Source: an optimization exercise on an open RTL-to-GDS flow (aim: small area, a short achievable clock period and few clock cycles per item). Production flows keep margins and buffers that such runs may drop. Only simulation tests tie the RTL to the original design; equivalence was not proved.

==> inputs of run a <==
// tec_tick
module tec_tick (
    input  wire         clk,
    input  wire         rst,         
    input  wire         start,       
    input  wire         on,          
    input  wire [511:0] temp,        
    input  wire [511:0] w,           
    input  wire [31:0]  b0,
    input  wire [31:0]  b1,
    input  wire [31:0]  b2,
    input  wire [31:0]  a1,
    input  wire [31:0]  a2,
    input  wire [31:0]  off,
    input  wire [31:0]  lo,
    input  wire [31:0]  hi,
    output wire         ready,       
    output reg          done,        
    output reg  [31:0]  mix,
    output wire [31:0]  y
);
==> module tec_fadd, before the edit <==
module tec_fadd (
    input  wire [31:0] a,
    input  wire [31:0] b,
    output reg  [31:0] s
);
    wire [7:0]  ea = a[30:23], eb = b[30:23];
    wire        a_max = &ea, b_max = &eb;
    wire        a_fz = ~|a[22:0], b_fz = ~|b[22:0];
    wire        a_nan = a_max & ~a_fz, b_nan = b_max & ~b_fz;
    wire        a_inf = a_max & a_fz,  b_inf = b_max & b_fz;
    wire        eff_sub = a[31] ^ b[31];
    wire        swap = b[30:0] > a[30:0];
    wire        same = b[30:0] == a[30:0];
    wire [7:0]  eae = {ea[7:1], ea[0] | ~|ea};       
    wire [7:0]  ebe = {eb[7:1], eb[0] | ~|eb};
    wire [7:0]  dab = eae - ebe, dba = ebe - eae;
    wire [7:0]  d   = swap ? dba : dab;
    wire [31:0] x   = swap ? b : a;
    wire [31:0] y   = swap ? a : b;
    wire [7:0]  exe = swap ? ebe : eae;
    wire [26:0] mx  = {|x[30:23], x[22:0], 3'b000};
    wire [26:0] my  = {|y[30:23], y[22:0], 3'b000};
    reg  [26:0] my_al;
    reg         sticky;
    reg  [27:0] r;
    reg  [4:0]  lz, sh;
    reg  [26:0] n;
    reg  [7:0]  xb;          
    reg  [23:0] sig;
    reg         inc, zero, ovf;
    reg  [30:0] mag;
    integer i;
    always @* begin
        if (d > 8'd26) begin
            my_al  = 27'd0;
            sticky = |y[22:0] | |y[30:23];
        end else begin
            my_al  = my >> d[4:0];
            sticky = |(my & ~({27{1'b1}} << d[4:0]));
        end
        r = eff_sub ? ({1'b0, mx} - {1'b0, my_al[26:1], my_al[0] | sticky})
                    : ({1'b0, mx} + {1'b0, my_al[26:1], my_al[0] | sticky});
        lz = 5'd27;
        for (i = 0; i < 27; i = i + 1)
            if (r[i]) lz = 5'd26 - i[4:0];
        sh = ({3'd0, lz} < exe) ? lz : (exe[4:0] - 5'd1);
        if (r[27]) begin
            n  = {r[27:2], r[1] | r[0]};
            xb = exe;
        end else begin
            n  = r[26:0] << sh;
            xb = exe - 8'd1 - {3'd0, sh};
        end
        sig = n[26:3];
        inc = n[2] & (n[1] | n[0] | sig[0]);
        mag = {xb, 23'd0} + {7'd0, sig} + {30'd0, inc};
        zero = eff_sub ? same : (~|a[30:0] & ~|b[30:0]);
        ovf  = r[27] & (exe == 8'd254);
        if (a_nan || b_nan || (a_inf && b_inf && eff_sub))
            s = 32'h7FC00000;
        else if (a_inf || b_inf || ovf)
            s = {x[31], 8'hFF, 23'd0};
        else if (zero)
            s = {x[31] & ~eff_sub, 31'd0};
        else
            s = {x[31], mag};
    end
endmodule
export LEC_CHECK = 0
export ABC_AREA = 1
export CAP_MARGIN = 20
export CORE_AREA = 5 5 375 375
export DIE_AREA = 0 0 380 380
export PLACE_DENSITY = 0.65
export SLEW_MARGIN = 20
create_clock -name core_clock -period 60.0 [get_ports {clk}]
standard.sh (not shown) runs the stock make flow with config.mk's settings and CLKGATE_MAP_FILE= SYNTH_SCRIPT=/design/flow/synth_recipe.tcl, a recipe that flattens the netlist after the stock synthesis.
==> flow/flow/run.sh <==
#!/bin/bash
# Layout flow: the standard ORFS flow (standard.sh), run in two parts:
#  1. synthesis and floorplan as standard;
#  2. placement to the final layout, with
#     - plain buf_1 cells as the port buffers (instead of delay cells);
#     - the port pins placed by flow/pins.tcl before the IO placer runs, so
#       that the port bits feeding one operand-register bit sit together;
#     - a setup-slack target for the timing repair after clock-tree synthesis
#       and after global routing, so that the repair works towards the period
#       the design can reach rather than stopping at the design's 60 ns
#       clock, which every path already meets.
# Each part's full output goes to a log file of its own in this folder.
set -uo pipefail
export BUFFER_PORTS_ARGS="-buffer_cell sky130_fd_sc_hd__buf_1"
export PRE_IO_PLACEMENT_TCL="$PWD/flow/pins.tcl"
bash standard.sh synth floorplan > flow_1_synth_floorplan.log 2>&1 || exit 1
export SETUP_SLACK_MARGIN=45.5
bash standard.sh > flow_2_place_to_finish.log 2>&1 || exit 1
Other scripts of this flow, unchanged in this note and not shown: flow/flow/pins.tcl
==> inputs of run b, as changes to run a <==
--- a/flow/flow/run.sh
+++ b/flow/flow/run.sh
@@ -16,3 +16,3 @@
 bash standard.sh synth floorplan > flow_1_synth_floorplan.log 2>&1 || exit 1
-export SETUP_SLACK_MARGIN=45.5
+export SETUP_SLACK_MARGIN=46
 bash standard.sh > flow_2_place_to_finish.log 2>&1 || exit 1
==> inputs of run c, as changes to run a <==
--- a/flow/design.v
+++ b/flow/design.v
@@ -118,2 +118,3 @@
     wire [7:0]  ea = a[30:23], eb = b[30:23];
+    wire        a_nor = |ea, b_nor = |eb;
     wire        a_max = &ea, b_max = &eb;
@@ -123,57 +124,83 @@
     wire        eff_sub = a[31] ^ b[31];
-    wire        swap = b[30:0] > a[30:0];
-    wire        same = b[30:0] == a[30:0];
-    wire [7:0]  eae = {ea[7:1], ea[0] | ~|ea};       
-    wire [7:0]  ebe = {eb[7:1], eb[0] | ~|eb};
-    wire [7:0]  dab = eae - ebe, dba = ebe - eae;
-    wire [7:0]  d   = swap ? dba : dab;
-    wire [31:0] x   = swap ? b : a;
-    wire [31:0] y   = swap ? a : b;
-    wire [7:0]  exe = swap ? ebe : eae;
-    wire [26:0] mx  = {|x[30:23], x[22:0], 3'b000};
-    wire [26:0] my  = {|y[30:23], y[22:0], 3'b000};
-    reg  [26:0] my_al;
-    reg         sticky;
-    reg  [27:0] r;
-    reg  [4:0]  lz, sh;
-    reg  [26:0] n;
-    reg  [7:0]  xb;          
-    reg  [23:0] sig;
-    reg         inc, zero, ovf;
-    reg  [30:0] mag;
+    wire [7:0]  eae = {ea[7:1], ea[0] | ~a_nor};     
+    wire [7:0]  ebe = {eb[7:1], eb[0] | ~b_nor};
+    wire [23:0] ma = {a_nor, a[22:0]};
+    wire [23:0] mb = {b_nor, b[22:0]};
+    wire [7:0]  dab, dba;
+    wire        a_ge, b_ge;
+    tec_padd #(8) u_dab (.a(eae), .b(~ebe), .ci(1'b1), .s(dab), .co(a_ge));
+    tec_padd #(8) u_dba (.a(ebe), .b(~eae), .ci(1'b1), .s(dba), .co(b_ge));
+    wire        d0  = a_ge & b_ge;
+    wire        dp1 = (dab == 8'd1);
+    wire        dm1 = (dba == 8'd1);
+    reg  [4:0]  tza, tzb;
     integer i;
     always @* begin
-        if (d > 8'd26) begin
-            my_al  = 27'd0;
-            sticky = |y[22:0] | |y[30:23];
-        end else begin
-            my_al  = my >> d[4:0];
-            sticky = |(my & ~({27{1'b1}} << d[4:0]));
+        tza = 5'd24;
+        tzb = 5'd24;
+        for (i = 23; i >= 0; i = i - 1) begin
+            if (ma[i]) tza = i[4:0];
+            if (mb[i]) tzb = i[4:0];
         end
-        r = eff_sub ? ({1'b0, mx} - {1'b0, my_al[26:1], my_al[0] | sticky})
-                    : ({1'b0, mx} + {1'b0, my_al[26:1], my_al[0] | sticky});
-        lz = 5'd27;
-        for (i = 0; i < 27; i = i + 1)
-            if (r[i]) lz = 5'd26 - i[4:0];
-        sh = ({3'd0, lz} < exe) ? lz : (exe[4:0] - 5'd1);
-        if (r[27]) begin
-            n  = {r[27:2], r[1] | r[0]};
-            xb = exe;
-        end else begin
-            n  = r[26:0] << sh;
-            xb = exe - 8'd1 - {3'd0, sh};
-        end
-        sig = n[26:3];
-        inc = n[2] & (n[1] | n[0] | sig[0]);
-        mag = {xb, 23'd0} + {7'd0, sig} + {30'd0, inc};
-        zero = eff_sub ? same : (~|a[30:0] & ~|b[30:0]);
-        ovf  = r[27] & (exe == 8'd254);
+    end
+    wire [23:0] mx = a_ge ? ma : mb;
+    wire [23:0] my = a_ge ? mb : ma;
+    wire [7:0]  ex = a_ge ? eae : ebe;
+    wire        sx = a_ge ? a[31] : b[31];
+    wire [7:0]  d  = a_ge ? dab : dba;
+    wire [4:0]  tzy = a_ge ? tzb : tza;
+    wire        dbig = |d[7:5] | (d[4:0] > 5'd26);
+    wire [26:0] my_sh = dbig ? 27'd0 : ({my, 3'b000} >> d[4:0]);
+    wire        fsticky = ~(tzy[4] & tzy[3]) & (d > {3'd0, tzy} + 8'd3);
+    wire [26:0] yal = {my_sh[26:1], my_sh[0] | fsticky};
+    wire [26:0] fsum;
+    wire        fco;
+    tec_padd #(27) u_far (.a({mx, 3'b000}), .b(yal ^ {27{eff_sub}}), .ci(eff_sub),
+                          .s(fsum), .co(fco));
+    wire        f_up = ~eff_sub & fco;               
+    wire        f_dn = eff_sub & ~fsum[26];          
+    wire [26:0] fn = f_up ? {1'b1, fsum[26:2], fsum[1] | fsum[0]}
+                   : f_dn ? {fsum[25:0], 1'b0} : fsum;
+    wire [7:0]  ex_p1 = ex + 8'd1, ex_m1 = ex - 8'd1;
+    wire [7:0]  fe = f_up ? ex_p1 : (f_dn ? ex_m1 : ex);       
+    wire        f_inc = fn[2] & (fn[1] | fn[0] | fn[3]);
+    wire [30:0] fmag;
+    tec_pinc #(31) u_rnd (.a({fn[26] ? fe : 8'd0, fn[25:3]}), .ci(f_inc), .s(fmag), .co());
+    wire        f_ovf = f_up & (ex == 8'd254);
+    wire [24:0] a2 = dm1 ? {1'b0, ma} : {ma, 1'b0};
+    wire [24:0] b2 = dp1 ? {1'b0, mb} : {mb, 1'b0};
+    wire [24:0] cu, cv;
+    wire        cu_ok, cv_ok;                         
+    tec_padd #(25) u_cu (.a(a2), .b(~b2), .ci(1'b1), .s(cu), .co(cu_ok));
+    tec_padd #(25) u_cv (.a(b2), .b(~a2), .ci(1'b1), .s(cv), .co(cv_ok));
+    wire [24:0] cm = cu_ok ? cu : cv;
+    wire        sc = cu_ok ? a[31] : b[31];
+    wire [7:0]  emax = a_ge ? eae : ebe;
+    reg  [24:0] sent;
+    always @* begin
+        sent = 25'd0;
+        for (i = 1; i <= 24; i = i + 1)
+            if (emax == i) sent[25 - i] = 1'b1;
+        if (emax == 8'd25) sent[0] = 1'b1;
+    end
+    wire [5:0]  clz;
+    tec_lzc32 u_lzc (.a({cm | sent, 7'd0}), .n(clz));
+    wire [24:0] cn = cm << clz[4:0];
+    wire [7:0]  ce = emax - {3'd0, clz[4:0]};
+    wire [30:0] cmag = {cn[24] ? ce : 8'd0, cn[23:1]};
+    wire        use_close = eff_sub & (d0 | ((dp1 | dm1) & ~cm[24]));
+    wire        c_zero = d0 & (a[30:0] == b[30:0]);
+    always @* begin
         if (a_nan || b_nan || (a_inf && b_inf && eff_sub))
             s = 32'h7FC00000;
-        else if (a_inf || b_inf || ovf)
-            s = {x[31], 8'hFF, 23'd0};
-        else if (zero)
-            s = {x[31] & ~eff_sub, 31'd0};
+        else if (a_inf)
+            s = a;
+        else if (b_inf)
+            s = b;
+        else if (use_close)
+            s = c_zero ? 32'h00000000 : {sc, cmag};
+        else if (f_ovf)
+            s = {sx, 8'hFF, 23'd0};
         else
-            s = {x[31], mag};
+            s = {sx, fmag};
     end
--- a/flow/flow/run.sh
+++ b/flow/flow/run.sh
@@ -16,3 +16,3 @@
 bash standard.sh synth floorplan > flow_1_synth_floorplan.log 2>&1 || exit 1
-export SETUP_SLACK_MARGIN=45.5
+export SETUP_SLACK_MARGIN=46.5
 bash standard.sh > flow_2_place_to_finish.log 2>&1 || exit 1
==> summary.txt <==
The highest clock skew belongs to run a, the lowest to run c.
First-iteration DRC count: run b < run a < run c.
Of run c and run a, run c has the higher register-to-register slack (gap 890 ps).
Worst hold slack: run a > run b > run c.
Testbench counts of run a, summed over its fixed seeds: cycles 114,228, ticks 4,800.
Testbench counts of run b, summed over its fixed seeds: cycles 114,228, ticks 4,800.
Testbench counts of run c, summed over its fixed seeds: cycles 114,228, ticks 4,800.

==> re-timing with driven ports <==
Ports are ideal in the flow. The routed layouts listed here were re-timed in OpenROAD.
Step 1 sets driving cells, clkbuf_16 on the clock port and buf_2 on the other inputs (assumed; they add their load-dependent delay and slew).
Step 2 moves the port delays by t, midway between the first and last clock arrival at a register: inputs arrive t later, outputs are due t later. That takes back most of the time a late clock gives input paths.
a / b / c = no drivers / after step 1 / after step 2; a / b = the first two.
| run | t (ns) | slack for setup (ns) | hold WS [ns] | worst register clock-pin slew, ns |
|---|---|---|---|---|
| run a | 0.738 | 46.087 / 46.087 / 46.066 | 0.450 / 0.450 / 0.450 | 0.07 / 0.07 |
| run b | 0.736 | 46.312 / 46.228 / 46.062 | 0.449 / 0.449 / 0.449 | 0.07 / 0.07 |
| run c | 0.742 | 46.490 / 46.405 / 45.983 | 0.448 / 0.448 / 0.448 | 0.07 / 0.07 |
After both steps every run listed still meets setup and hold. The setup slack of run c, which loses most, moves by -0.085 ns with the drivers and by -0.507 ns with both steps.
